This is an optimization exercise on Yosys and OpenROAD, whose aim is small area, a short achievable clock period and few clock cycles per item, not a production implementation.
Function was checked by simulation only, so behaviour that the tests miss may differ from the original.

**flow/run.sh**
```bash
#!/bin/bash
bash standard.sh "BUFFER_PORTS_ARGS=-buffer_cell sky130_fd_sc_hd__buf_1" SETUP_SLACK_MARGIN=6.7 finish > flow_make.log 2>&1
```
**standard.sh**
```bash
#!/bin/bash
# synth_recipe.tcl (not shown) runs the flow's synth.tcl, then flattens the netlist and writes it again
# the make line also repeats each setting of config.mk as NAME=value (left out here)
make -C /OpenROAD-flow-scripts/flow DESIGN_CONFIG=/design/flow/config.mk WORK_HOME=/design/flow/orfs CLKGATE_MAP_FILE= SYNTH_SCRIPT=/design/flow/synth_recipe.tcl "${@:-finish}"
```
**config.mk**
```make
export PLATFORM = sky130hd
export DESIGN_NAME = bcc_block
export DESIGN_NICKNAME = bcc_block
export VERILOG_FILES = /design/flow/design.v
export SDC_FILE = /design/flow/constraint.sdc
export NUM_CORES = 4
export LEC_CHECK = 0
export CAP_MARGIN = 20
export CORE_MARGIN = 2
export CORE_UTILIZATION = 70
export CTS_BUF_LIST = sky130_fd_sc_hd__clkbuf_4 sky130_fd_sc_hd__clkbuf_8
export PLACE_DENSITY = 0.75
export SLEW_MARGIN = 20
```
**constraint.sdc**
```tcl
create_clock -name core_clock -period 12.0 [get_ports {clk}]
set_input_delay 2.4000 -clock core_clock [delete_from_list [all_inputs] [get_ports {clk}]]
set_output_delay 2.4000 -clock core_clock [all_outputs]
set_load 0.01 [all_outputs]
```
**design.v**
```verilog
module bcc_block (
  input  wire         clk,
  input  wire         rst,           
  input  wire         in_valid,
  output wire         in_ready,
  input  wire         in_decrypt,    
  input  wire [4:0]   in_keylen,     
  input  wire [127:0] in_key,
  input  wire [63:0]  in_block,
  output wire         out_valid,
  input  wire         out_ready,
  output wire [63:0]  out_block
);
  function [7:0] add8(input [7:0] a, input [7:0] c);
    integer k;
    reg cy;
    begin
      cy = 1'b0;
      for (k = 0; k < 8; k = k + 1) begin
        add8[k] = a[k] ^ c[k] ^ cy;
        cy = (a[k] & c[k]) | (cy & (a[k] | c[k]));
      end
    end
  endfunction
  reg        v0;
  reg        d0;
  reg [63:0] x0;
  reg [63:0] k0;
  reg        v1;
  reg        d1;
  reg [63:0] x1;
  reg [63:0] k1;
  reg        v2;
  reg        d2;
  reg [63:0] x2;
  reg [63:0] k2;
  reg        v3;
  reg        d3;
  reg [63:0] x3;
  reg [63:0] k3;
  wire stall = v3 & ~out_ready;
  assign in_ready  = ~stall;
  assign out_valid = v3;
  reg [63:0] ek;
  always @* begin
    ek[7:0] = in_key[7:0];
    case (in_keylen)
      5'd1: ek[15:8] = in_key[7:0];
      default: ek[15:8] = in_key[15:8];
    endcase
    case (in_keylen)
      5'd1, 5'd2: ek[23:16] = in_key[7:0];
      default: ek[23:16] = in_key[23:16];
    endcase
    case (in_keylen)
      5'd1, 5'd3: ek[31:24] = in_key[7:0];
      5'd2: ek[31:24] = in_key[15:8];
      default: ek[31:24] = in_key[31:24];
    endcase
    case (in_keylen)
      5'd1, 5'd2, 5'd4: ek[39:32] = in_key[7:0];
      5'd3: ek[39:32] = in_key[15:8];
      default: ek[39:32] = in_key[39:32];
    endcase
    case (in_keylen)
      5'd1, 5'd5: ek[47:40] = in_key[7:0];
      5'd2, 5'd4: ek[47:40] = in_key[15:8];
      5'd3: ek[47:40] = in_key[23:16];
      default: ek[47:40] = in_key[47:40];
    endcase
    case (in_keylen)
      5'd1, 5'd2, 5'd3, 5'd6: ek[55:48] = in_key[7:0];
      5'd5: ek[55:48] = in_key[15:8];
      5'd4: ek[55:48] = in_key[23:16];
      default: ek[55:48] = in_key[55:48];
    endcase
    case (in_keylen)
      5'd1, 5'd7: ek[63:56] = in_key[7:0];
      5'd2, 5'd3, 5'd6: ek[63:56] = in_key[15:8];
      5'd5: ek[63:56] = in_key[23:16];
      5'd4: ek[63:56] = in_key[31:24];
      default: ek[63:56] = in_key[63:56];
    endcase
  end
  wire [63:0] kb;
  assign kb[7:0] = ek[7:0];
  assign kb[15:8] = add8(ek[15:8], 8'd1);
  assign kb[23:16] = add8(ek[23:16], 8'd4);
  assign kb[31:24] = add8(ek[31:24], 8'd9);
  assign kb[39:32] = add8(ek[39:32], 8'd16);
  assign kb[47:40] = add8(ek[47:40], 8'd25);
  assign kb[55:48] = add8(ek[55:48], 8'd36);
  assign kb[63:56] = add8(ek[63:56], 8'd49);
  wire [63:0] w1;
  assign w1[7:0] = in_block[7:0] ^ kb[7:0];
  assign w1[15:8] = in_block[15:8] ^ kb[15:8];
  assign w1[23:16] = in_block[23:16] ^ kb[23:16];
  assign w1[31:24] = in_block[31:24] ^ kb[31:24];
  assign w1[39:32] = in_block[39:32] ^ kb[39:32];
  assign w1[47:40] = in_block[47:40] ^ kb[47:40];
  assign w1[55:48] = in_block[55:48] ^ kb[55:48];
  assign w1[63:56] = in_block[63:56] ^ kb[63:56];
  wire [63:0] w2;
  assign w2[7:0] = add8(w1[7:0], 8'd0);
  assign w2[15:8] = add8(w1[15:8], 8'd1);
  assign w2[23:16] = add8(w1[23:16], 8'd4);
  assign w2[31:24] = add8(w1[31:24], 8'd9);
  assign w2[39:32] = add8(w1[39:32], 8'd16);
  assign w2[47:40] = add8(w1[47:40], 8'd25);
  assign w2[55:48] = add8(w1[55:48], 8'd36);
  assign w2[63:56] = add8(w1[63:56], 8'd49);
  wire [63:0] u3;
  wire [7:0] p4 = in_block[63:56];
  assign u3[7:0] = {p4[0:0], p4[7:1]};
  wire [7:0] p5 = (in_block[7:0] ^ in_block[63:56]);
  assign u3[15:8] = {p5[1:0], p5[7:2]};
  wire [7:0] p6 = (in_block[55:48] ^ in_block[7:0]);
  assign u3[23:16] = {p6[2:0], p6[7:3]};
  wire [7:0] p7 = (in_block[15:8] ^ in_block[55:48]);
  assign u3[31:24] = {p7[3:0], p7[7:4]};
  wire [7:0] p8 = (in_block[47:40] ^ in_block[15:8]);
  assign u3[39:32] = {p8[4:0], p8[7:5]};
  wire [7:0] p9 = (in_block[23:16] ^ in_block[47:40]);
  assign u3[47:40] = {p9[5:0], p9[7:6]};
  wire [7:0] p10 = (in_block[39:32] ^ in_block[23:16]);
  assign u3[55:48] = {p10[6:0], p10[7:7]};
  wire [7:0] p11 = (in_block[31:24] ^ in_block[39:32]);
  assign u3[63:56] = p11;
  wire [63:0] x12 = in_decrypt ? u3 : w2;
  always @(posedge clk) begin
    if (rst) v0 <= 1'b0;
    else if (~stall) v0 <= in_valid;
    if (~stall) begin
      d0 <= in_decrypt;
      x0 <= x12;
      k0 <= kb;
    end
  end
  wire [7:0] y13 = x0[7:0];
  wire [7:0] r14 = {y13[6:0], y13[7:7]};
  wire [7:0] y15 = x0[15:8];
  wire [7:0] r16 = {y15[5:0], y15[7:6]};
  wire [7:0] y17 = x0[23:16];
  wire [7:0] r18 = {y17[4:0], y17[7:5]};
  wire [7:0] y19 = x0[31:24];
  wire [7:0] r20 = {y19[3:0], y19[7:4]};
  wire [7:0] y21 = x0[39:32];
  wire [7:0] r22 = {y21[2:0], y21[7:3]};
  wire [7:0] y23 = x0[47:40];
  wire [7:0] r24 = {y23[1:0], y23[7:2]};
  wire [7:0] y25 = x0[55:48];
  wire [7:0] r26 = {y25[0:0], y25[7:1]};
  wire [7:0] y27 = x0[63:56];
  wire [7:0] r28 = y27;
  wire [7:0] c29 = r14;
  wire [7:0] c30 = c29 ^ r16;
  wire [7:0] c31 = c30 ^ r18;
  wire [7:0] c32 = c31 ^ r20;
  wire [7:0] c33 = c32 ^ r22;
  wire [7:0] c34 = c33 ^ r24;
  wire [7:0] c35 = c34 ^ r26;
  wire [7:0] c36 = c35 ^ r28;
  wire [63:0] m37 = {c29, c31, c33, c35, c36, c34, c32, c30};
  wire [63:0] w38;
  assign w38[7:0] = add8(x0[7:0], 8'd228);
  assign w38[15:8] = add8(x0[15:8], 8'd227);
  assign w38[23:16] = add8(x0[23:16], 8'd224);
  assign w38[31:24] = add8(x0[31:24], 8'd219);
  assign w38[39:32] = add8(x0[39:32], 8'd212);
  assign w38[47:40] = add8(x0[47:40], 8'd203);
  assign w38[55:48] = add8(x0[55:48], 8'd192);
  assign w38[63:56] = add8(x0[63:56], 8'd179);
  wire [63:0] s39;
  assign s39[7:0] = add8(k0[7:0], (d0 ? 8'd4 : 8'd1));
  assign s39[15:8] = add8(k0[15:8], (d0 ? 8'd4 : 8'd1));
  assign s39[23:16] = add8(k0[23:16], (d0 ? 8'd4 : 8'd1));
  assign s39[31:24] = add8(k0[31:24], (d0 ? 8'd4 : 8'd1));
  assign s39[39:32] = add8(k0[39:32], (d0 ? 8'd4 : 8'd1));
  assign s39[47:40] = add8(k0[47:40], (d0 ? 8'd4 : 8'd1));
  assign s39[55:48] = add8(k0[55:48], (d0 ? 8'd4 : 8'd1));
  assign s39[63:56] = add8(k0[63:56], (d0 ? 8'd4 : 8'd1));
  wire [63:0] w40;
  assign w40[7:0] = m37[7:0] ^ s39[7:0];
  assign w40[15:8] = m37[15:8] ^ s39[15:8];
  assign w40[23:16] = m37[23:16] ^ s39[23:16];
  assign w40[31:24] = m37[31:24] ^ s39[31:24];
  assign w40[39:32] = m37[39:32] ^ s39[39:32];
  assign w40[47:40] = m37[47:40] ^ s39[47:40];
  assign w40[55:48] = m37[55:48] ^ s39[55:48];
  assign w40[63:56] = m37[63:56] ^ s39[63:56];
  wire [63:0] w41;
  assign w41[7:0] = w38[7:0] ^ s39[7:0];
  assign w41[15:8] = w38[15:8] ^ s39[15:8];
  assign w41[23:16] = w38[23:16] ^ s39[23:16];
  assign w41[31:24] = w38[31:24] ^ s39[31:24];
  assign w41[39:32] = w38[39:32] ^ s39[39:32];
  assign w41[47:40] = w38[47:40] ^ s39[47:40];
  assign w41[55:48] = w38[55:48] ^ s39[55:48];
  assign w41[63:56] = w38[63:56] ^ s39[63:56];
  wire [63:0] w42;
  assign w42[7:0] = add8(w40[7:0], 8'd7);
  assign w42[15:8] = add8(w40[15:8], 8'd8);
  assign w42[23:16] = add8(w40[23:16], 8'd11);
  assign w42[31:24] = add8(w40[31:24], 8'd16);
  assign w42[39:32] = add8(w40[39:32], 8'd23);
  assign w42[47:40] = add8(w40[47:40], 8'd32);
  assign w42[55:48] = add8(w40[55:48], 8'd43);
  assign w42[63:56] = add8(w40[63:56], 8'd56);
  wire [63:0] u43;
  wire [7:0] p44 = w41[63:56];
  assign u43[7:0] = {p44[0:0], p44[7:1]};
  wire [7:0] p45 = (w41[7:0] ^ w41[63:56]);
  assign u43[15:8] = {p45[1:0], p45[7:2]};
  wire [7:0] p46 = (w41[55:48] ^ w41[7:0]);
  assign u43[23:16] = {p46[2:0], p46[7:3]};
  wire [7:0] p47 = (w41[15:8] ^ w41[55:48]);
  assign u43[31:24] = {p47[3:0], p47[7:4]};
  wire [7:0] p48 = (w41[47:40] ^ w41[15:8]);
  assign u43[39:32] = {p48[4:0], p48[7:5]};
  wire [7:0] p49 = (w41[23:16] ^ w41[47:40]);
  assign u43[47:40] = {p49[5:0], p49[7:6]};
  wire [7:0] p50 = (w41[39:32] ^ w41[23:16]);
  assign u43[55:48] = {p50[6:0], p50[7:7]};
  wire [7:0] p51 = (w41[31:24] ^ w41[39:32]);
  assign u43[63:56] = p51;
  wire [7:0] y52 = w42[7:0];
  wire [7:0] r53 = {y52[6:0], y52[7:7]};
  wire [7:0] y54 = w42[15:8];
  wire [7:0] r55 = {y54[5:0], y54[7:6]};
  wire [7:0] y56 = w42[23:16];
  wire [7:0] r57 = {y56[4:0], y56[7:5]};
  wire [7:0] y58 = w42[31:24];
  wire [7:0] r59 = {y58[3:0], y58[7:4]};
  wire [7:0] y60 = w42[39:32];
  wire [7:0] r61 = {y60[2:0], y60[7:3]};
  wire [7:0] y62 = w42[47:40];
  wire [7:0] r63 = {y62[1:0], y62[7:2]};
  wire [7:0] y64 = w42[55:48];
  wire [7:0] r65 = {y64[0:0], y64[7:1]};
  wire [7:0] y66 = w42[63:56];
  wire [7:0] r67 = y66;
  wire [7:0] c68 = r53;
  wire [7:0] c69 = c68 ^ r55;
  wire [7:0] c70 = c69 ^ r57;
  wire [7:0] c71 = c70 ^ r59;
  wire [7:0] c72 = c71 ^ r61;
  wire [7:0] c73 = c72 ^ r63;
  wire [7:0] c74 = c73 ^ r65;
  wire [7:0] c75 = c74 ^ r67;
  wire [63:0] m76 = {c68, c70, c72, c74, c75, c73, c71, c69};
  wire [63:0] w77;
  assign w77[7:0] = add8(u43[7:0], 8'd235);
  assign w77[15:8] = add8(u43[15:8], 8'd234);
  assign w77[23:16] = add8(u43[23:16], 8'd231);
  assign w77[31:24] = add8(u43[31:24], 8'd226);
  assign w77[39:32] = add8(u43[39:32], 8'd219);
  assign w77[47:40] = add8(u43[47:40], 8'd210);
  assign w77[55:48] = add8(u43[55:48], 8'd199);
  assign w77[63:56] = add8(u43[63:56], 8'd186);
  wire [63:0] s78;
  assign s78[7:0] = add8(k0[7:0], (d0 ? 8'd3 : 8'd2));
  assign s78[15:8] = add8(k0[15:8], (d0 ? 8'd3 : 8'd2));
  assign s78[23:16] = add8(k0[23:16], (d0 ? 8'd3 : 8'd2));
  assign s78[31:24] = add8(k0[31:24], (d0 ? 8'd3 : 8'd2));
  assign s78[39:32] = add8(k0[39:32], (d0 ? 8'd3 : 8'd2));
  assign s78[47:40] = add8(k0[47:40], (d0 ? 8'd3 : 8'd2));
  assign s78[55:48] = add8(k0[55:48], (d0 ? 8'd3 : 8'd2));
  assign s78[63:56] = add8(k0[63:56], (d0 ? 8'd3 : 8'd2));
  wire [63:0] x79 = d0 ? w77 : m76;
  wire [63:0] w80;
  assign w80[7:0] = x79[7:0] ^ s78[7:0];
  assign w80[15:8] = x79[15:8] ^ s78[15:8];
  assign w80[23:16] = x79[23:16] ^ s78[23:16];
  assign w80[31:24] = x79[31:24] ^ s78[31:24];
  assign w80[39:32] = x79[39:32] ^ s78[39:32];
  assign w80[47:40] = x79[47:40] ^ s78[47:40];
  assign w80[55:48] = x79[55:48] ^ s78[55:48];
  assign w80[63:56] = x79[63:56] ^ s78[63:56];
  always @(posedge clk) begin
    if (rst) v1 <= 1'b0;
    else if (~stall) v1 <= v0;
    if (~stall) begin
      d1 <= d0;
      x1 <= w80;
      k1 <= k0;
    end
  end
  wire [63:0] w81;
  assign w81[7:0] = add8(x1[7:0], 8'd14);
  assign w81[15:8] = add8(x1[15:8], 8'd15);
  assign w81[23:16] = add8(x1[23:16], 8'd18);
  assign w81[31:24] = add8(x1[31:24], 8'd23);
  assign w81[39:32] = add8(x1[39:32], 8'd30);
  assign w81[47:40] = add8(x1[47:40], 8'd39);
  assign w81[55:48] = add8(x1[55:48], 8'd50);
  assign w81[63:56] = add8(x1[63:56], 8'd63);
  wire [63:0] u82;
  wire [7:0] p83 = x1[63:56];
  assign u82[7:0] = {p83[0:0], p83[7:1]};
  wire [7:0] p84 = (x1[7:0] ^ x1[63:56]);
  assign u82[15:8] = {p84[1:0], p84[7:2]};
  wire [7:0] p85 = (x1[55:48] ^ x1[7:0]);
  assign u82[23:16] = {p85[2:0], p85[7:3]};
  wire [7:0] p86 = (x1[15:8] ^ x1[55:48]);
  assign u82[31:24] = {p86[3:0], p86[7:4]};
  wire [7:0] p87 = (x1[47:40] ^ x1[15:8]);
  assign u82[39:32] = {p87[4:0], p87[7:5]};
  wire [7:0] p88 = (x1[23:16] ^ x1[47:40]);
  assign u82[47:40] = {p88[5:0], p88[7:6]};
  wire [7:0] p89 = (x1[39:32] ^ x1[23:16]);
  assign u82[55:48] = {p89[6:0], p89[7:7]};
  wire [7:0] p90 = (x1[31:24] ^ x1[39:32]);
  assign u82[63:56] = p90;
  wire [7:0] y91 = w81[7:0];
  wire [7:0] r92 = {y91[6:0], y91[7:7]};
  wire [7:0] y93 = w81[15:8];
  wire [7:0] r94 = {y93[5:0], y93[7:6]};
  wire [7:0] y95 = w81[23:16];
  wire [7:0] r96 = {y95[4:0], y95[7:5]};
  wire [7:0] y97 = w81[31:24];
  wire [7:0] r98 = {y97[3:0], y97[7:4]};
  wire [7:0] y99 = w81[39:32];
  wire [7:0] r100 = {y99[2:0], y99[7:3]};
  wire [7:0] y101 = w81[47:40];
  wire [7:0] r102 = {y101[1:0], y101[7:2]};
  wire [7:0] y103 = w81[55:48];
  wire [7:0] r104 = {y103[0:0], y103[7:1]};
  wire [7:0] y105 = w81[63:56];
  wire [7:0] r106 = y105;
  wire [7:0] c107 = r92;
  wire [7:0] c108 = c107 ^ r94;
  wire [7:0] c109 = c108 ^ r96;
  wire [7:0] c110 = c109 ^ r98;
  wire [7:0] c111 = c110 ^ r100;
  wire [7:0] c112 = c111 ^ r102;
  wire [7:0] c113 = c112 ^ r104;
  wire [7:0] c114 = c113 ^ r106;
  wire [63:0] m115 = {c107, c109, c111, c113, c114, c112, c110, c108};
  wire [63:0] w116;
  assign w116[7:0] = add8(u82[7:0], 8'd242);
  assign w116[15:8] = add8(u82[15:8], 8'd241);
  assign w116[23:16] = add8(u82[23:16], 8'd238);
  assign w116[31:24] = add8(u82[31:24], 8'd233);
  assign w116[39:32] = add8(u82[39:32], 8'd226);
  assign w116[47:40] = add8(u82[47:40], 8'd217);
  assign w116[55:48] = add8(u82[55:48], 8'd206);
  assign w116[63:56] = add8(u82[63:56], 8'd193);
  wire [63:0] s117;
  assign s117[7:0] = add8(k1[7:0], (d1 ? 8'd2 : 8'd3));
  assign s117[15:8] = add8(k1[15:8], (d1 ? 8'd2 : 8'd3));
  assign s117[23:16] = add8(k1[23:16], (d1 ? 8'd2 : 8'd3));
  assign s117[31:24] = add8(k1[31:24], (d1 ? 8'd2 : 8'd3));
  assign s117[39:32] = add8(k1[39:32], (d1 ? 8'd2 : 8'd3));
  assign s117[47:40] = add8(k1[47:40], (d1 ? 8'd2 : 8'd3));
  assign s117[55:48] = add8(k1[55:48], (d1 ? 8'd2 : 8'd3));
  assign s117[63:56] = add8(k1[63:56], (d1 ? 8'd2 : 8'd3));
  wire [63:0] w118;
  assign w118[7:0] = m115[7:0] ^ s117[7:0];
  assign w118[15:8] = m115[15:8] ^ s117[15:8];
  assign w118[23:16] = m115[23:16] ^ s117[23:16];
  assign w118[31:24] = m115[31:24] ^ s117[31:24];
  assign w118[39:32] = m115[39:32] ^ s117[39:32];
  assign w118[47:40] = m115[47:40] ^ s117[47:40];
  assign w118[55:48] = m115[55:48] ^ s117[55:48];
  assign w118[63:56] = m115[63:56] ^ s117[63:56];
  wire [63:0] w119;
  assign w119[7:0] = w116[7:0] ^ s117[7:0];
  assign w119[15:8] = w116[15:8] ^ s117[15:8];
  assign w119[23:16] = w116[23:16] ^ s117[23:16];
  assign w119[31:24] = w116[31:24] ^ s117[31:24];
  assign w119[39:32] = w116[39:32] ^ s117[39:32];
  assign w119[47:40] = w116[47:40] ^ s117[47:40];
  assign w119[55:48] = w116[55:48] ^ s117[55:48];
  assign w119[63:56] = w116[63:56] ^ s117[63:56];
  wire [63:0] w120;
  assign w120[7:0] = add8(w118[7:0], 8'd21);
  assign w120[15:8] = add8(w118[15:8], 8'd22);
  assign w120[23:16] = add8(w118[23:16], 8'd25);
  assign w120[31:24] = add8(w118[31:24], 8'd30);
  assign w120[39:32] = add8(w118[39:32], 8'd37);
  assign w120[47:40] = add8(w118[47:40], 8'd46);
  assign w120[55:48] = add8(w118[55:48], 8'd57);
  assign w120[63:56] = add8(w118[63:56], 8'd70);
  wire [63:0] u121;
  wire [7:0] p122 = w119[63:56];
  assign u121[7:0] = {p122[0:0], p122[7:1]};
  wire [7:0] p123 = (w119[7:0] ^ w119[63:56]);
  assign u121[15:8] = {p123[1:0], p123[7:2]};
  wire [7:0] p124 = (w119[55:48] ^ w119[7:0]);
  assign u121[23:16] = {p124[2:0], p124[7:3]};
  wire [7:0] p125 = (w119[15:8] ^ w119[55:48]);
  assign u121[31:24] = {p125[3:0], p125[7:4]};
  wire [7:0] p126 = (w119[47:40] ^ w119[15:8]);
  assign u121[39:32] = {p126[4:0], p126[7:5]};
  wire [7:0] p127 = (w119[23:16] ^ w119[47:40]);
  assign u121[47:40] = {p127[5:0], p127[7:6]};
  wire [7:0] p128 = (w119[39:32] ^ w119[23:16]);
  assign u121[55:48] = {p128[6:0], p128[7:7]};
  wire [7:0] p129 = (w119[31:24] ^ w119[39:32]);
  assign u121[63:56] = p129;
  wire [63:0] x130 = d1 ? u121 : w120;
  always @(posedge clk) begin
    if (rst) v2 <= 1'b0;
    else if (~stall) v2 <= v1;
    if (~stall) begin
      d2 <= d1;
      x2 <= x130;
      k2 <= k1;
    end
  end
  wire [7:0] y131 = x2[7:0];
  wire [7:0] r132 = {y131[6:0], y131[7:7]};
  wire [7:0] y133 = x2[15:8];
  wire [7:0] r134 = {y133[5:0], y133[7:6]};
  wire [7:0] y135 = x2[23:16];
  wire [7:0] r136 = {y135[4:0], y135[7:5]};
  wire [7:0] y137 = x2[31:24];
  wire [7:0] r138 = {y137[3:0], y137[7:4]};
  wire [7:0] y139 = x2[39:32];
  wire [7:0] r140 = {y139[2:0], y139[7:3]};
  wire [7:0] y141 = x2[47:40];
  wire [7:0] r142 = {y141[1:0], y141[7:2]};
  wire [7:0] y143 = x2[55:48];
  wire [7:0] r144 = {y143[0:0], y143[7:1]};
  wire [7:0] y145 = x2[63:56];
  wire [7:0] r146 = y145;
  wire [7:0] c147 = r132;
  wire [7:0] c148 = c147 ^ r134;
  wire [7:0] c149 = c148 ^ r136;
  wire [7:0] c150 = c149 ^ r138;
  wire [7:0] c151 = c150 ^ r140;
  wire [7:0] c152 = c151 ^ r142;
  wire [7:0] c153 = c152 ^ r144;
  wire [7:0] c154 = c153 ^ r146;
  wire [63:0] m155 = {c147, c149, c151, c153, c154, c152, c150, c148};
  wire [63:0] w156;
  assign w156[7:0] = add8(x2[7:0], 8'd249);
  assign w156[15:8] = add8(x2[15:8], 8'd248);
  assign w156[23:16] = add8(x2[23:16], 8'd245);
  assign w156[31:24] = add8(x2[31:24], 8'd240);
  assign w156[39:32] = add8(x2[39:32], 8'd233);
  assign w156[47:40] = add8(x2[47:40], 8'd224);
  assign w156[55:48] = add8(x2[55:48], 8'd213);
  assign w156[63:56] = add8(x2[63:56], 8'd200);
  wire [63:0] s157;
  assign s157[7:0] = add8(k2[7:0], (d2 ? 8'd1 : 8'd4));
  assign s157[15:8] = add8(k2[15:8], (d2 ? 8'd1 : 8'd4));
  assign s157[23:16] = add8(k2[23:16], (d2 ? 8'd1 : 8'd4));
  assign s157[31:24] = add8(k2[31:24], (d2 ? 8'd1 : 8'd4));
  assign s157[39:32] = add8(k2[39:32], (d2 ? 8'd1 : 8'd4));
  assign s157[47:40] = add8(k2[47:40], (d2 ? 8'd1 : 8'd4));
  assign s157[55:48] = add8(k2[55:48], (d2 ? 8'd1 : 8'd4));
  assign s157[63:56] = add8(k2[63:56], (d2 ? 8'd1 : 8'd4));
  wire [63:0] w158;
  assign w158[7:0] = m155[7:0] ^ s157[7:0];
  assign w158[15:8] = m155[15:8] ^ s157[15:8];
  assign w158[23:16] = m155[23:16] ^ s157[23:16];
  assign w158[31:24] = m155[31:24] ^ s157[31:24];
  assign w158[39:32] = m155[39:32] ^ s157[39:32];
  assign w158[47:40] = m155[47:40] ^ s157[47:40];
  assign w158[55:48] = m155[55:48] ^ s157[55:48];
  assign w158[63:56] = m155[63:56] ^ s157[63:56];
  wire [63:0] w159;
  assign w159[7:0] = w156[7:0] ^ s157[7:0];
  assign w159[15:8] = w156[15:8] ^ s157[15:8];
  assign w159[23:16] = w156[23:16] ^ s157[23:16];
  assign w159[31:24] = w156[31:24] ^ s157[31:24];
  assign w159[39:32] = w156[39:32] ^ s157[39:32];
  assign w159[47:40] = w156[47:40] ^ s157[47:40];
  assign w159[55:48] = w156[55:48] ^ s157[55:48];
  assign w159[63:56] = w156[63:56] ^ s157[63:56];
  wire [63:0] w160;
  assign w160[7:0] = add8(w158[7:0], 8'd28);
  assign w160[15:8] = add8(w158[15:8], 8'd29);
  assign w160[23:16] = add8(w158[23:16], 8'd32);
  assign w160[31:24] = add8(w158[31:24], 8'd37);
  assign w160[39:32] = add8(w158[39:32], 8'd44);
  assign w160[47:40] = add8(w158[47:40], 8'd53);
  assign w160[55:48] = add8(w158[55:48], 8'd64);
  assign w160[63:56] = add8(w158[63:56], 8'd77);
  wire [63:0] u161;
  wire [7:0] p162 = w159[63:56];
  assign u161[7:0] = {p162[0:0], p162[7:1]};
  wire [7:0] p163 = (w159[7:0] ^ w159[63:56]);
  assign u161[15:8] = {p163[1:0], p163[7:2]};
  wire [7:0] p164 = (w159[55:48] ^ w159[7:0]);
  assign u161[23:16] = {p164[2:0], p164[7:3]};
  wire [7:0] p165 = (w159[15:8] ^ w159[55:48]);
  assign u161[31:24] = {p165[3:0], p165[7:4]};
  wire [7:0] p166 = (w159[47:40] ^ w159[15:8]);
  assign u161[39:32] = {p166[4:0], p166[7:5]};
  wire [7:0] p167 = (w159[23:16] ^ w159[47:40]);
  assign u161[47:40] = {p167[5:0], p167[7:6]};
  wire [7:0] p168 = (w159[39:32] ^ w159[23:16]);
  assign u161[55:48] = {p168[6:0], p168[7:7]};
  wire [7:0] p169 = (w159[31:24] ^ w159[39:32]);
  assign u161[63:56] = p169;
  wire [7:0] y170 = w160[7:0];
  wire [7:0] r171 = {y170[6:0], y170[7:7]};
  wire [7:0] y172 = w160[15:8];
  wire [7:0] r173 = {y172[5:0], y172[7:6]};
  wire [7:0] y174 = w160[23:16];
  wire [7:0] r175 = {y174[4:0], y174[7:5]};
  wire [7:0] y176 = w160[31:24];
  wire [7:0] r177 = {y176[3:0], y176[7:4]};
  wire [7:0] y178 = w160[39:32];
  wire [7:0] r179 = {y178[2:0], y178[7:3]};
  wire [7:0] y180 = w160[47:40];
  wire [7:0] r181 = {y180[1:0], y180[7:2]};
  wire [7:0] y182 = w160[55:48];
  wire [7:0] r183 = {y182[0:0], y182[7:1]};
  wire [7:0] y184 = w160[63:56];
  wire [7:0] r185 = y184;
  wire [7:0] c186 = r171;
  wire [7:0] c187 = c186 ^ r173;
  wire [7:0] c188 = c187 ^ r175;
  wire [7:0] c189 = c188 ^ r177;
  wire [7:0] c190 = c189 ^ r179;
  wire [7:0] c191 = c190 ^ r181;
  wire [7:0] c192 = c191 ^ r183;
  wire [7:0] c193 = c192 ^ r185;
  wire [63:0] m194 = {c186, c188, c190, c192, c193, c191, c189, c187};
  wire [63:0] w195;
  assign w195[7:0] = add8(u161[7:0], 8'd0);
  assign w195[15:8] = add8(u161[15:8], 8'd255);
  assign w195[23:16] = add8(u161[23:16], 8'd252);
  assign w195[31:24] = add8(u161[31:24], 8'd247);
  assign w195[39:32] = add8(u161[39:32], 8'd240);
  assign w195[47:40] = add8(u161[47:40], 8'd231);
  assign w195[55:48] = add8(u161[55:48], 8'd220);
  assign w195[63:56] = add8(u161[63:56], 8'd207);
  wire [63:0] w196;
  assign w196[7:0] = w195[7:0] ^ k2[7:0];
  assign w196[15:8] = w195[15:8] ^ k2[15:8];
  assign w196[23:16] = w195[23:16] ^ k2[23:16];
  assign w196[31:24] = w195[31:24] ^ k2[31:24];
  assign w196[39:32] = w195[39:32] ^ k2[39:32];
  assign w196[47:40] = w195[47:40] ^ k2[47:40];
  assign w196[55:48] = w195[55:48] ^ k2[55:48];
  assign w196[63:56] = w195[63:56] ^ k2[63:56];
  wire [63:0] o197 = d2 ? w196 : m194;
  always @(posedge clk) begin
    if (rst) v3 <= 1'b0;
    else if (~stall) v3 <= v2;
    if (~stall) begin
      d3 <= d2;
      x3 <= o197;
      k3 <= k2;
    end
  end
  assign out_block = x3;
endmodule
```
==> results.toml, run 1 <==
[run_status]
outcome = "no timing/DRC/antenna violations"

[logic_synthesis]
yosysTopAreaCellShare = 0.343
syn-num-nets = 4292
synth_common_cells = "xnor2_1, ha_1, edfxtp_1"
synth.area.top_cells = "edfxtp_1, ha_1, xnor2_1"
async_reset_ff_frac = 0
synth_edf_count = 451
ys.flop_type = "edfxtp_1"
postSynthAreaPerCell_um2 = 11.4
yosys_warnings = 1
ys_seq_elements = 455
yosysMostFrequentCell = "xnor2_1"
seq_area_frac_synth = 0.345
yosys.cell_types.count = 55
synth_area_um2 = 39500
netlist_instances = 3456
yosys.area.top_type = "edfxtp_1"

[min_path]
min_to = "k2[40]$_DFFE_PN_"
hold_depth = 0
hp-start = "k1[40]$_DFFE_PN_"
hold_class = "reg -> reg"

[placement]
dp_slack_ns = 5.20
io_buffers = 203
gp_congestion = 1.12
place_area_um2 = 41400
hpwl_um = 116000

[setup_path]
arrival_ns = 5.73
cp_slowest_cell = "xor2_1"
r2r_slack_ns = 6.72
startpoint_type = "register"
crit_type = "reg -> reg"
r2r-end = "x1[39]$_DFFE_PN_"
crit_top_cell = "ha_1"
reg2reg_from = "d0$_DFFE_PN_"
worstSetupEndpointType = "register"
cp.required_ns = 12.45
crit_family = "adder cells"
cpPeakStageDelay_ns = 0.65
crit_path_max_fanout = 22
worst-path-buf-inv = 7
worst-r2r-cell-count = 25

[sta]
fin_tns_setup_ns = 0
clock.fmax_mhz = 189
finalHoldViolCount = 0
setup_slack_ns = 6.72
finalClockSkew_ns = 0.0637
rsz0062_at_grt = "true"
min_period_ns = 5.28
finalSetupViolCount = 0
timing.hold.ws_ns = 0.455
worst_pin_slew_ns = 1.19
slew_violations = 0
min_period_over_period = 0.440
relSlewSlack = 0.200

[grt]
grt_pass1_vias = 28300
grt_first_pass_wirelength_um = 197000
grt_max_degree = 122
antenna_found_initial = 8
grt_overflow = 0
grt_usage = 0.500

[clock_network]
cts_tree = "done"
cts_sinks = 455
cts-buffers-inserted = 75
cts-root-buf = "clkbuf_8"
clk_latency_ns = 0.72
ctsHtreeMaxLevel = 3
clk_path_buf_depth = 3
path_clk_slew_ns = 0.06

[layout]
nets = 4552
post-route-util = 0.785
fin_area_um2 = 44000
regArea_um2 = 13600
syn2layout_area_growth_pct = 11.5
multi_input_area_um2 = 25300
num-fill-cells = 3519
drive_gt1_frac = 0.0983

[floorplan]
start_util = 0.704
ios = 268
die_y_um = 241
die_x_um = 241
fp-row-count = 87
core_area_um2 = 56100
die_area_um2 = 58300

[route]
wl_per_cell_um = 32.2
wirelength_um = 146000
drcViolationCount = 0
drtPass1Iterations = 11
via_count = 29000
final_antenna_net_count = 0
drt_iter0_drc = 4323
viasPerCell = 6.38

[run]
max-cap-violations = 0
## worst max-delay path by stage
stage | cells after the start | end | start | slack (ns)
after global routing | 20 | x0[47]$_DFFE_PN_ | in_keylen[0] | 6.61
after global placement | 20 | x0[47]$_DFFE_PN_ | in_keylen[0] | 5.39
final | 25 | x1[39]$_DFFE_PN_ | d0$_DFFE_PN_ | 6.72
after detailed placement | 20 | x0[47]$_DFFE_PN_ | in_keylen[0] | 5.20
after floorplan | 2 | in_ready | out_ready | 5.92
after CTS | 20 | x0[47]$_DFFE_PN_ | in_keylen[2] | 6.58
## worst register-to-register path: cells and delay by family (launching register included)
family | cells | cell delay (ns)
simple gates | 1 | 0.05
xor+xnor | 4 | 1.11
fa+ha+maj | 12 | 2.53
flops | 1 | 0.40
compound gates | 1 | 0.17
buf+inv | 7 | 0.72
## routing by layer
layer	wire [um]	vias up	GRT usage	share of wire
met5	41	-	0.00253	0.00028
met4	17900	6	0.494	0.12
met3	16400	809	0.129	0.11
met2	63300	2245	0.754	0.43
met1	48300	13700	0.571	0.33
li1	-	12200	-	-
## per-stage QoR
| stage | instances |
|---|---|
| 2_1_floorplan | 3456 |
| 3_3_place_gp | 4356 |
| 3_5_place_dp | 4356 |
| 4_1_cts | 4498 |
| 5_1_grt | 4532 |
| 6_report | 4537 |
## cells by family (layout without fill, tap and decap cells)
logic type	count (synthesis)	in the layout	share of synthesized area
AOI/OAI and AO/OA	270	270	0.0401
xor gates and xnor gates	1306	1306	0.321
adders and majority gates	634	634	0.204
buffers and inverters	413	729	0.0396
DFF	455	455	0.345
muxes	74	74	0.0197
other	0	7	0
and+or+nand+nor	304	306	0.0309
## layout by cell type, fill, tap and decap left out, types with 5 or more instances in the layout
cell type,instances
a21oi_1,109
a222oi_1,27
a22oi_1,15
and3_4,5
buf_1,196
buf_4,48
bufinv_16,8
clkbuf_4,19
clkbuf_8,75
clkinv_1,16
clkinv_2,12
diode_2,7
edfxtp_1,451
fa_1,16
ha_1,583
ha_2,18
ha_4,17
inv_1,329
inv_2,5
mux2_2,28
mux2i_1,44
nand2_1,141
nand3_1,5
nor2_1,125
o21ai_0,88
o21ai_1,9
xnor2_1,812
xnor2_2,37
xnor2_4,9
xnor3_1,47
xnor3_2,14
xor2_1,348
xor2_2,19
xor3_1,14
## state kept, by name, summed over array words and instances, names as in the netlist
signal,cells
d1,1
v0,1
v2,1
k1,64
x0,64
d0,1
x2,64
v3,1
v1,1
k2,64
x1,64
d2,1
x3,64
k0,64
## final cells by class
cell class | instances | area share
Tap cell | 756 | 0.0215
Sequential cell | 455 | 0.309
Timing Repair Buffer | 260 | 0.0297
Inverter | 334 | 0.0285
Multi-Input combinational cell | 2590 | 0.574
Clock buffer | 90 | 0.0260
Clock inverter | 45 | 0.0104
Antenna cell | 7 | 0.000398
## what timing repair did
item	CTS	global route
gates resized for setup	42	70
pin swaps	3	21
endpoints found under the setup margin	62	35
gates cloned	2	2
buffers inserted	5	29
hold buffers	0	0
Testbench counts, summed over its fixed seeds: cycles 1,632, items 1,600.
==> run 2: changes to the inputs <==
--- a/config.mk
+++ b/config.mk
@@ -7,7 +7,6 @@
 export LEC_CHECK = 0
 export CAP_MARGIN = 20
 export CORE_MARGIN = 2
-export CORE_UTILIZATION = 70
+export CORE_UTILIZATION = 80
 export CTS_BUF_LIST = sky130_fd_sc_hd__clkbuf_4 sky130_fd_sc_hd__clkbuf_8
-export PLACE_DENSITY = 0.75
 export SLEW_MARGIN = 20
==> run 2 against run 1 <==
The flow now stops in 5_1_grt. Area after synthesis is the same. Synthesized cell count stayed put.
==> results.toml, run 2 <==
[run_status]
outcome = "aborted with a tool error"
lastStage = "5_1_grt"
firstError = "[ERROR GRT-0232] Routing congestion too high. Check the congestion heatmap in the GUI."

[logic_synthesis]
seq_area_frac_synth = 0.345
yosysMostFrequentCell = "xnor2_1"
ys.flop_type = "edfxtp_1"
yosys.area.top_type = "edfxtp_1"
yosys.cell_types.count = 55
syn-num-nets = 4292
yosys_warnings = 1
yosysTopAreaCellShare = 0.343
synth.area.top_cells = "edfxtp_1, ha_1, xnor2_1"
async_reset_ff_frac = 0
netlist_instances = 3456
postSynthAreaPerCell_um2 = 11.4
ys_seq_elements = 455
synth_common_cells = "xnor2_1, ha_1, edfxtp_1"
synth_edf_count = 451
synth_area_um2 = 39500

[placement]
io_buffers = 203
gp_congestion = 1.22
hpwl_um = 109000

[floorplan]
fp-row-count = 81
die_x_um = 226
start_util = 0.808
ios = 268
die_y_um = 226

[clock_network]
clk_path_buf_depth = 3
cts-root-buf = "clkbuf_8"
ctsHtreeMaxLevel = 3
cts-buffers-inserted = 74
cts_sinks = 455

[sta]
endpoint_type = "register data pin"
grt_worst_setup_endpoint = "x3[27]$_DFFE_PN_/D"

[grt]
grt_overflow = 18
grt_max_degree = 167
grt_usage = 0.650
## run 2: cell counts after synthesis
No cell type changed its count.
## run 2: stage by stage
stage	util	instances	hold WS [ns]	worst slack, ns	area [um2]
after floorplan	-	3456	0.419	5.92	40000
after global placement	0.846	4264	0.432	5.49	41300
after detailed placement	0.846	4264	0.441	5.25	41300
after CTS	0.883	4408	0.453	6.61	43100
## run 2: timing repair
item,CTS
cloned,2
pin swaps,6
resized for setup,43
endpoints found under the setup margin,69
hold buffers,0
buffers inserted,8
## run 2: kinds of logic after synthesis
group,share of synthesized area
AO/OA/AOI/OAI,0.0401
XOR/XNOR,0.321
adder cells (fa/ha/maj),0.204
buffers and inverters,0.0396
flip-flops,0.345
multiplexers,0.0197
AND/OR/NAND/NOR,0.0309
## run 2: worst max path at each step
stage	start	endpoint	slack, ns
after floorplan	out_ready	in_ready	5.92
after global placement	in_keylen[0]	x0[47]$_DFFE_PN_	5.49
after detailed placement	in_keylen[0]	x0[47]$_DFFE_PN_	5.25
after CTS	in_keylen[0]	x0[47]$_DFFE_PN_	6.61
## run 2: metal layers
metal / overflow / track usage
met2: 12 / 0.866
met3: 0 / 0.405
met1: 0 / 0.674
met5: 0 / 0.0762
met4: 6 / 0.652
==> run 3: changes to the inputs <==
==> flow/run.sh (replaced) <==
#!/bin/bash
bash standard.sh "BUFFER_PORTS_ARGS=-buffer_cell sky130_fd_sc_hd__buf_1" SETUP_SLACK_MARGIN=6.8 finish > flow_make.log 2>&1
--- a/config.mk
+++ b/config.mk
@@ -7,6 +7,6 @@
 export LEC_CHECK = 0
 export CAP_MARGIN = 20
 export CORE_MARGIN = 2
-export CORE_UTILIZATION = 80
+export CORE_UTILIZATION = 65
 export CTS_BUF_LIST = sky130_fd_sc_hd__clkbuf_4 sky130_fd_sc_hd__clkbuf_8
 export SLEW_MARGIN = 20
==> run 3 against run 2 <==
Now clean on timing, DRC and antenna. Synthesized cell count unchanged. Area after synthesis unchanged.
==> results.toml, run 3 <==
[layout]
drive_gt1_frac = 0.119
syn2layout_area_growth_pct = 13.5
nets = 4583
num-fill-cells = 4048
most-common-layout-cells = "xnor2_1, ha_1, edfxtp_1, xor2_1, inv_1"
layout_commonest_cell = "xnor2_1"

[grt]
grt_overflow = 0
grt_max_degree = 189
use_met3 = 0.0905
top_usage_layer = "met2"
grt_usage = 0.463
grt_pass1_vias = 28600
antenna_found_initial = 7
met2_usage = 0.746
grtUsageMet1 = 0.522
grt_first_pass_wirelength_um = 201000

[sta]
min_period_ns = 5.20
rsz0062_at_grt = "true"
finalSetupViolCount = 0
clock.fmax_mhz = 192
finalClockSkew_ns = 0.0370
finalHoldViolCount = 0
fin_tns_setup_ns = 0
slew_violations = 0
worst_pin_slew_ns = 1.32
min_period_over_period = 0.433
timing.hold.ws_ns = 0.459
relSlewSlack = 0.116

[logic_synthesis]
syn-num-nets = 4292
synth_area_um2 = 39500
yosys.area.top_type = "edfxtp_1"
synth_edf_count = 451
ys_seq_elements = 455
yosys.cell_types.count = 55
synth.area.top_cells = "edfxtp_1, ha_1, xnor2_1"
async_reset_ff_frac = 0
seq_area_frac_synth = 0.345
yosysTopAreaCellShare = 0.343
postSynthAreaPerCell_um2 = 11.4
yosysMostFrequentCell = "xnor2_1"
ys.flop_type = "edfxtp_1"
synth_common_cells = "xnor2_1, ha_1, edfxtp_1"
netlist_instances = 3456
yosys_warnings = 1

[clock_network]
cts-buffers-inserted = 77
ctsHtreeMaxLevel = 3
cts_sinks = 455
hold_buffers = 0
clk_latency_ns = 0.71
path_clk_slew_ns = 0.07
cts-root-buf = "clkbuf_8"
cts_tree = "done"
clk_path_buf_depth = 3

[route]
drtPass1Iterations = 17
final_antenna_net_count = 0
drt_iter0_drc = 3752
wl_per_cell_um = 32.2
via_count = 28500
viasPerCell = 6.20
wirelength_um = 148000
drcViolationCount = 0

[floorplan]
die_x_um = 250
die_area_um2 = 62700
fp-row-count = 90
core_area_um2 = 60200
start_util = 0.655
die_y_um = 250
ios = 268

[placement]
io_buffers = 203
hpwl_um = 120000
gp_congestion = 1.10

[run]
max-cap-violations = 0

[setup_path]
crit_path_max_fanout = 9
crit_top_cell = "ha_4"
worstSetupEndpointType = "register"
startpoint_type = "input pin"
arrival_ns = 5.60
cpPeakStageDelay_ns = 0.70
cp_slowest_cell = "buf_1"
cp.required_ns = 12.40
cp_cell_sequence = "buf_1, a222oi_1, nand2_2, o21ai_4, inv_2, ha_4, ha_4, inv_1, ha_4, ha_4, xor2_1, ha_2, inv_2, ha_4, ha_4, xor2_2, xnor2_1, mux2i_1"
crit_type = "in -> reg"

[run_status]
outcome = "no timing/DRC/antenna violations"

[min_path]
hold_class = "reg -> reg"
-- run 3: per-layer routing --
metal  share of wire  wire length, um  vias to the layer above
met3           0.094            13800                      712
met4            0.11            16700                        2
met1            0.34            50000                    13600
met5        0.000088               13                        -
li1                -                -                    12300
met2            0.45            67300                     1909
-- run 3: through the flow --
| stage | cell area, um2 | utilization | setup slack [ns] | instances |
|---|---|---|---|---|
| 3_3_place_gp | 41700 | 0.692 | 5.53 | 4383 |
| 3_5_place_dp | 41700 | 0.692 | 5.39 | 4383 |
| 2_1_floorplan | 40200 | - | 5.92 | 3456 |
| 4_1_cts | 43800 | 0.727 | 6.77 | 4532 |
| 5_1_grt | 44800 | 0.743 | 6.65 | 4586 |
| 6_report | 44800 | 0.744 | 6.80 | 4592 |
-- run 3: worst max-delay path, delay by kind of cell --
family / cells / cell delay [ns]
adders and majority gates: 7 / 1.21
and+or+nand+nor: 1 / 0.14
muxes: 1 / 0.11
xor gates and xnor gates: 3 / 0.55
AOI/OAI and AO/OA: 2 / 0.31
buffers and inverters: 4 / 0.86
-- run 3: worst paths after layout --
| kind | startpoint | endpoint | slack [ns] | cells past startpoint |
|---|---|---|---|---|
| max | in_key[0] | x0[47]$_DFFE_PN_ | 6.80 | 18 |
| min | k1[41]$_DFFE_PN_ | k2[41]$_DFFE_PN_ | 0.46 | 0 |
| max reg2reg | x0[14]$_DFFE_PN_ | x1[18]$_DFFE_PN_ | 6.86 | 18 |
| min reg2reg | k1[41]$_DFFE_PN_ | k2[41]$_DFFE_PN_ | 0.46 | 0 |
-- run 3: what timing repair did --
| item | in CTS | in global routing |
|---|---|---|
| pin swaps | 6 | 38 |
| gates cloned | 2 | 5 |
| gates resized for setup | 69 | 93 |
| hold endpoints to repair | 0 | 0 |
| setup buffers | 13 | 47 |
| setup endpoints to repair | 77 | 47 |
-- run 3: cell families after synthesis --
logic type	Yosys count	synth area share
and+or+nand+nor	304	0.0309
adders and majority gates	634	0.204
buffers and inverters	413	0.0396
xor gates and xnor gates	1306	0.321
AOI/OAI and AO/OA	270	0.0401
muxes	74	0.0197
DFF	455	0.345
-- run 3: cell type report --
class | count | area [um2] | area share
antenna | 8 | 20.0 | 0.000447
tap | 782 | 978 | 0.0218
sequential | 455 | 13600 | 0.304
inverter | 334 | 1250 | 0.0280
clock inverter | 42 | 520 | 0.0116
clock buffer | 92 | 1170 | 0.0262
multi-input combinational | 2591 | 25700 | 0.573
timing repair buffer | 288 | 1580 | 0.0353
==> run 4: changes to the inputs <==
--- a/design.v
+++ b/design.v
@@ -38,8 +38,8 @@
   reg        d3;
   reg [63:0] x3;
   reg [63:0] k3;
-  wire stall = v3 & ~out_ready;
-  assign in_ready  = ~stall;
+  wire stall = ~out_ready;
+  assign in_ready  = out_ready;
   assign out_valid = v3;
   reg [63:0] ek;
   always @* begin
==> flow/run.sh (replaced) <==
#!/bin/bash
bash standard.sh "BUFFER_PORTS_ARGS=-buffer_cell sky130_fd_sc_hd__buf_1" SETUP_SLACK_MARGIN=6.9 finish > flow_make.log 2>&1
--- a/config.mk
+++ b/config.mk
@@ -7,6 +7,6 @@
 export LEC_CHECK = 0
 export CAP_MARGIN = 20
 export CORE_MARGIN = 2
-export CORE_UTILIZATION = 65
+export CORE_UTILIZATION = 70
 export CTS_BUF_LIST = sky130_fd_sc_hd__clkbuf_4 sky130_fd_sc_hd__clkbuf_8
 export SLEW_MARGIN = 20
==> run 4 against run 3 <==
Critical path depth stayed put. Worst setup slack worse by 0.017 ns. Register-to-register slack is essentially flat. Hold slack gained 0.0016 ns. Non-clock buffer count is 29 higher. Area after synthesis grew 0.49%. Global-route usage grew 2.5 points. Sequential cell count did not move. First-iteration DRC count down 0.88%.
==> results.toml, run 4 <==
[setup_path]
r2r-end = "x1[39]$_DFFE_PP_"
arrival_ns = 5.67
reg2reg_from = "d0$_DFFE_PP_"
crit_top_cell = "ha_4"
cpPeakStageDelay_ns = 0.46
crit_type = "in -> reg"
startpoint_type = "input pin"
worstSetupEndpointType = "register"
cp_slowest_cell = "nor4_4"
crit_path_max_fanout = 11
r2r_slack_ns = 6.87
worst-r2r-cell-count = 26
cp.required_ns = 12.45
cp_cell_sequence = "buf_6, xnor2_4, nor4_4, a222oi_1, a21oi_2, ha_4, ha_4, inv_1, ha_4, ha_4, xor2_2, ha_4, inv_2, ha_4, ha_4, xor2_2, xnor2_1, mux2i_1"

[logic_synthesis]
syn-num-nets = 4282
ys_seq_elements = 455
seq_area_frac_synth = 0.343
async_reset_ff_frac = 0
synth_area_um2 = 39700
postSynthAreaPerCell_um2 = 11.5
yosys_warnings = 1
synth.area.top_cells = "edfxtp_1, ha_1, xnor2_1"
yosysTopAreaCellShare = 0.341
yosys.cell_types.count = 55
synth_common_cells = "xnor2_1, ha_1, edfxtp_1"
yosys.area.top_type = "edfxtp_1"
ys.flop_type = "edfxtp_1"
netlist_instances = 3446
yosysMostFrequentCell = "xnor2_1"
synth_edf_count = 451

[placement]
hpwl_um = 116000
gp_congestion = 1.14
io_buffers = 203

[layout]
layout_commonest_cell = "xnor2_1"
drive_gt1_frac = 0.138
post-route-util = 0.809
most-common-layout-cells = "xnor2_1, ha_1, edfxtp_1, inv_1, xor2_1"
nets = 4594
syn2layout_area_growth_pct = 14.5
num-fill-cells = 3321

[min_path]
min_to = "k2[33]$_DFFE_PP_"
hold_depth = 0
hold_class = "reg -> reg"
hp-start = "k1[33]$_DFFE_PP_"

[grt]
met2_usage = 0.769
top_usage_layer = "met2"
grt_max_degree = 149
grt_usage = 0.488
use_met3 = 0.110
antenna_found_initial = 7
grt_first_pass_wirelength_um = 199000
grt_overflow = 0
grtUsageMet1 = 0.527
grt_pass1_vias = 29000

[route]
viasPerCell = 6.40
wl_per_cell_um = 32.3
drtPass1Iterations = 12
final_antenna_net_count = 0
via_count = 29300
drcViolationCount = 0
drt_iter0_drc = 3719
wirelength_um = 148000

[clock_network]
cts_sinks = 455
hold_buffers = 0
clk_latency_ns = 0.73
clk_path_buf_depth = 3
path_clk_slew_ns = 0.07
cts-root-buf = "clkbuf_8"
cts-buffers-inserted = 75
ctsHtreeMaxLevel = 3
cts_tree = "done"

[sta]
finalHoldViolCount = 0
slew_violations = 0
finalSetupViolCount = 0
worst_pin_slew_ns = 1.22
rsz0062_at_grt = "true"
min_period_over_period = 0.435
fin_tns_setup_ns = 0
relSlewSlack = 0.182
finalClockSkew_ns = 0.0496
min_period_ns = 5.22
clock.fmax_mhz = 192

[run]
max-cap-violations = 0

[floorplan]
die_y_um = 242
fp-row-count = 87
core_area_um2 = 56200
die_area_um2 = 58600
start_util = 0.706
ios = 268
die_x_um = 242

[run_status]
outcome = "no timing/DRC/antenna violations"
run 4: cell types whose count changed after synthesis, moves of 5 or more:
cell      previous run  this run
clkbuf_1            63        73
buf_1                9         2
a21oi_1            111       106
mux2_2              29        36
nor2_1             127       118
mux2i_1             45        57
o21ai_0             94        86
xor2_1             367       345
xor3_1              15         9
xnor3_1             56        68
run 4: metrics by stage:
step / hold slack (ns) / area [um2] / setup WS, ns / std cells
detailed placement: 0.443 / 41800 / 5.40 / 4345
global route: 0.459 / 45400 / 6.71 / 4574
CTS: 0.435 / 44200 / 6.78 / 4519
finish: 0.461 / 45400 / 6.78 / 4579
floorplan: 0.424 / 40400 / 6.49 / 3446
global placement: 0.437 / 41800 / 5.51 / 4345
run 4: area by class of cell:
cell class | instances | area (um2) | area share
inverters | 333 | 1250 | 0.0276
diodes | 6 | 15.0 | 0.000330
clock buffers | 95 | 1180 | 0.0260
well taps | 756 | 946 | 0.0208
repair buffers | 317 | 1900 | 0.0418
multi-input cells | 2576 | 26200 | 0.576
clock inverters | 41 | 327 | 0.00719
flip-flops and latches | 455 | 13600 | 0.300
run 4: worst max-delay path by stage:
stage	from	slack [ns]	cells past startpoint	endpoint
after CTS	x1[9]$_DFFE_PP_	6.78	27	x2[39]$_DFFE_PP_
after global placement	in_keylen[0]	5.51	20	x0[47]$_DFFE_PP_
after detailed placement	in_keylen[0]	5.40	20	x0[47]$_DFFE_PP_
final	in_keylen[1]	6.78	18	x0[47]$_DFFE_PP_
after floorplan	in_keylen[2]	6.49	19	x0[47]$_DFFE_PP_
after global routing	in_keylen[1]	6.71	18	x0[47]$_DFFE_PP_
run 4: critical path, delay by kind of cell:
kind | cells | cell delay [ns]
AOI/OAI and AO/OA | 2 | 0.46
xor gates and xnor gates | 4 | 0.76
adders and majority gates | 7 | 1.23
buffers and inverters | 3 | 0.22
muxes | 1 | 0.11
and+or+nand+nor | 1 | 0.46
run 4: logic make-up (layout without fill, tap and decap cells):
family / count (synthesis) / count (layout) / share of synthesized area
adder cells (fa/ha/maj): 634 / 634 / 0.203
AND/OR/NAND/NOR: 296 / 296 / 0.0302
buffers and inverters: 415 / 786 / 0.0395
flip-flops: 455 / 455 / 0.343
XOR/XNOR: 1296 / 1296 / 0.321
other: 0 / 6 / 0
AO/OA/AOI/OAI: 257 / 257 / 0.0382
multiplexers: 93 / 93 / 0.0246
run 4: what timing repair did:
| action | 4_1_cts | 5_1_grt |
|---|---|---|
| buffers inserted | 35 | 53 |
| endpoints found under the setup margin | 170 | 122 |
| cloned | 3 | 1 |
| pin swaps | 22 | 75 |
| resized for setup | 95 | 143 |
run 4: routing by layer:
| metal | up-vias | wire (um) |
|---|---|---|
| met5 | - | 14 |
| met4 | 2 | 19600 |
| met3 | 922 | 15600 |
| met2 | 2304 | 65500 |
| met1 | 13800 | 47200 |
| li1 | 12300 | - |
Testbench counts of run 4, summed over its fixed seeds: cycles 1,632, items 1,600.
==> run 5: changes to the inputs <==
--- a/design.v
+++ b/design.v
@@ -38,9 +38,18 @@
   reg        d3;
   reg [63:0] x3;
   reg [63:0] k3;
-  wire stall = ~out_ready;
-  assign in_ready  = out_ready;
-  assign out_valid = v3;
+  reg        sk_v;
+  reg [63:0] sk;
+  wire stall = sk_v;
+  assign in_ready  = ~sk_v;
+  assign out_valid = sk_v | v3;
+  always @(posedge clk) begin
+    if (rst) sk_v <= 1'b0;
+    else if (sk_v) begin
+      if (out_ready) sk_v <= 1'b0;
+    end else if (v3 & ~out_ready) sk_v <= 1'b1;
+    if (~sk_v) sk <= x3;
+  end
   reg [63:0] ek;
   always @* begin
     ek[7:0] = in_key[7:0];
@@ -548,5 +557,5 @@
       k3 <= k2;
     end
   end
-  assign out_block = x3;
+  assign out_block = sk_v ? sk : x3;
 endmodule
==> flow/run.sh (replaced) <==
#!/bin/bash
bash standard.sh "BUFFER_PORTS_ARGS=-buffer_cell sky130_fd_sc_hd__buf_1" SETUP_SLACK_MARGIN=7.2 finish > flow_make.log 2>&1
==> run 5 against run 4 <==
Still clean on timing, DRC and antenna. Final area is 11% higher. First-iteration DRC count down 5.9%. Non-clock buffer count is 73 higher. Utilization rose by 5.2 points. Register-to-register slack improved by 0.12 ns. Fmax hardly changed. Via count rose by 4.3%. Sequential cell count grew 65. Die area grew 4.6%. Highest routed layer is now met4.
==> results.toml, run 5 <==
[sta]
rsz0062_at_grt = "true"
min_period_over_period = 0.435
worst_pin_slew_ns = 1.41
finalHoldViolCount = 0
min_period_ns = 5.22
relSlewSlack = 0.0506
slew_violations = 0
fin_tns_setup_ns = 0
clock.fmax_mhz = 192
timing.hold.ws_ns = 0.471
finalSetupViolCount = 0
finalClockSkew_ns = 0.0513

[clock_network]
cts_tree = "done"
cts-buffers-inserted = 84
clk_path_buf_depth = 3
cts_sinks = 520
hold_buffers = 0
path_clk_slew_ns = 0.06
ctsHtreeMaxLevel = 3
cts-root-buf = "clkbuf_8"
clk_latency_ns = 0.77

[placement]
hpwl_um = 114000
gp_congestion = 1.16
placed_cells = 4504
place_area_um2 = 44600
io_buffers = 203

[setup_path]
crit_type = "in -> reg"
crit_top_cell = "ha_4"
cp_cell_sequence = "buf_12, nor2_4, nand2_4, a21o_4, a222oi_1, nand2_4, ha_4, ha_4, inv_4, ha_4, ha_4, inv_2, ha_4, xor2_4, ha_4, ha_4, xor2_4, xnor2_2, o21ai_1"
reg2reg_from = "d2$_DFFE_PN_"
cpPeakStageDelay_ns = 0.49
arrival_ns = 5.67
r2r-end = "x3[63]$_DFFE_PN_"
startpoint_type = "input pin"
r2r_slack_ns = 6.99
cp.required_ns = 12.45
worst-r2r-cell-count = 20
crit_path_max_fanout = 4
worstSetupEndpointType = "register"
cp_slowest_cell = "a222oi_1"

[logic_synthesis]
async_reset_ff_frac = 0
seq_area_frac_synth = 0.359
yosysTopAreaCellShare = 0.326
synth.area.top_cells = "edfxtp_1, ha_1, xnor2_1"
yosysMostFrequentCell = "xnor2_1"
netlist_instances = 3594
postSynthAreaPerCell_um2 = 11.6
yosys_warnings = 1
ys_seq_elements = 520
synth_area_um2 = 41500
yosys.cell_types.count = 53
yosys.area.top_type = "edfxtp_1"
synth_common_cells = "xnor2_1, ha_1, edfxtp_1"
syn-num-nets = 4430
synth_edf_count = 451
ys.flop_type = "edfxtp_1"

[floorplan]
start_util = 0.707
die_x_um = 248
ios = 268
fp-row-count = 89
die_y_um = 248
core_area_um2 = 58800
die_area_um2 = 61300

[min_path]
hold_class = "reg -> reg"
hp-start = "sk[58]$_DFF_P_"
hold_depth = 1
min_to = "sk[58]$_DFF_P_"

[route]
viasPerCell = 6.34
final_antenna_net_count = 0
drcViolationCount = 0
wirelength_um = 151000
drt_iter0_drc = 3499
drtPass1Iterations = 12
via_count = 30600
wl_per_cell_um = 31.3

[layout]
drive_gt1_frac = 0.225
layout.cells.non_filler = 4821
nets = 4816
fin_area_um2 = 50600
most-common-layout-cells = "xnor2_1, edfxtp_1, ha_1, xor2_1, inv_1"
layout_commonest_cell = "xnor2_1"
syn2layout_area_growth_pct = 21.8

[grt]
antenna_found_initial = 2
grt_overflow = 0
grt_usage = 0.483
grt_max_degree = 124
grt_pass1_vias = 30500
grt_first_pass_wirelength_um = 206000

[run]
max-cap-violations = 0

[run_status]
outcome = "no timing/DRC/antenna violations"
[run 5: cell count changes after synthesis, moves of 6 or more]
cell	previous run	this run
a21oi_1	106	92
mux2_2	36	88
nand2_1	143	166
xor2_1	345	365
mux2i_1	57	50
buf_1	2	10
o21ai_0	86	109
xnor3_2	7	1
xor3_2	6	0
dfxtp_1	4	69
nor2_1	118	110
[run 5: how the worst max path moves through the flow]
stage,from,slack [ns],endpoint,depth (start not counted)
floorplan,sk_v$_SDFF_PP0_,4.06,in_ready,3
global placement,in_keylen[0],5.42,x0[15]$_DFFE_PN_,16
detailed placement,in_keylen[0],5.27,x0[15]$_DFFE_PN_,16
CTS,in_keylen[4],6.97,x0[47]$_DFFE_PN_,19
global route,d2$_DFFE_PN_,6.65,x3[30]$_DFFE_PN_,23
finish,in_keylen[4],6.78,x0[47]$_DFFE_PN_,19
[run 5: cell families after synthesis]
group | count (synthesis) | synth area share
AOI/OAI and AO/OA | 263 | 0.0370
xor gates and xnor gates | 1311 | 0.306
adders and majority gates | 634 | 0.194
buffers and inverters | 423 | 0.0385
DFF | 520 | 0.359
muxes | 138 | 0.0359
and+or+nand+nor | 305 | 0.0298
[run 5: worst max-delay path: cells and delay by family]
kind                       cells  cell delay [ns]
adders and majority gates      7             1.29
AOI/OAI and AO/OA              3             0.77
xor gates and xnor gates       3             0.55
and+or+nand+nor                3             0.44
buffers and inverters          3             0.21
[run 5: stage by stage]
stage | setup slack, ns | utilization
2_1_floorplan | 4.06 | -
5_1_grt | 6.65 | 0.861
3_3_place_gp | 5.42 | 0.759
3_5_place_dp | 5.27 | 0.759
4_1_cts | 6.97 | 0.824
6_report | 6.78 | 0.861
[run 5: area by class of cell]
class	instances	area [um2]
inverter	332	1290
antenna	1	2.50
fill	2885	8190
timing repair inverter	1	11.3
clock inverter	40	384
sequential	520	14900
multi-input combinational	2651	29100
timing repair buffer	390	2580
clock buffer	113	1400
tap	773	967
[run 5: routing by layer]
layer  global-route usage  wire (um)  vias up
li1                     -          -    12900
met1                0.492      47000    14400
met2                0.792      69800     2247
met3                0.103      12700     1024
met4                0.525      21300        0
met5                    0          0        -
[run 5: timing repair]
action,4_1_cts,5_1_grt
endpoints found under the setup margin,204,68
hold endpoints to repair,0,0
gates resized for setup,227,245
pin swaps,88,122
gates cloned,5,2
setup buffers,74,82
Testbench counts of run 5, summed over its fixed seeds: cycles 1,632, items 1,600.

static timing again, ports no longer ideal:
The flow's constraints put no driver on any port. The routed layouts listed below were extracted and timed again, unchanged, in two steps. Step 1, drivers: a clkbuf_16 drives clk and a buf_2 each remaining input, both assumed. Step 2 moves the port delays by t, midway between the first and last clock arrival at a register: inputs arrive t later, outputs are due t later. That takes back most of the time a late clock gives input paths. Slacks: no drivers / after step 1 / after step 2; pairs: no drivers / after step 1.
run | shift t [ns] | setup slack, ns | hold WS [ns] | worst setup path at the end | latest minus earliest clock arrival (ns)
run 1 | 0.754 | 6.722 / 6.697 / 6.024 | 0.455 / 0.455 / 0.455 | input to register | 0.063 / 0.063
run 3 | 0.761 | 6.799 / 6.776 / 6.077 | 0.459 / 0.459 / 0.459 | input to register | 0.039 / 0.040
run 4 | 0.773 | 6.781 / 6.816 / 6.043 | 0.461 / 0.461 / 0.461 | input to register | 0.057 / 0.058
run 5 | 0.805 | 6.785 / 6.775 / 5.970 | 0.471 / 0.471 / 0.471 | input to register | 0.052 / 0.052
After both steps every run listed still meets setup and hold. For run 5, which loses most, drivers alone change the setup slack by -0.010 ns; drivers and shift together by -0.815 ns.
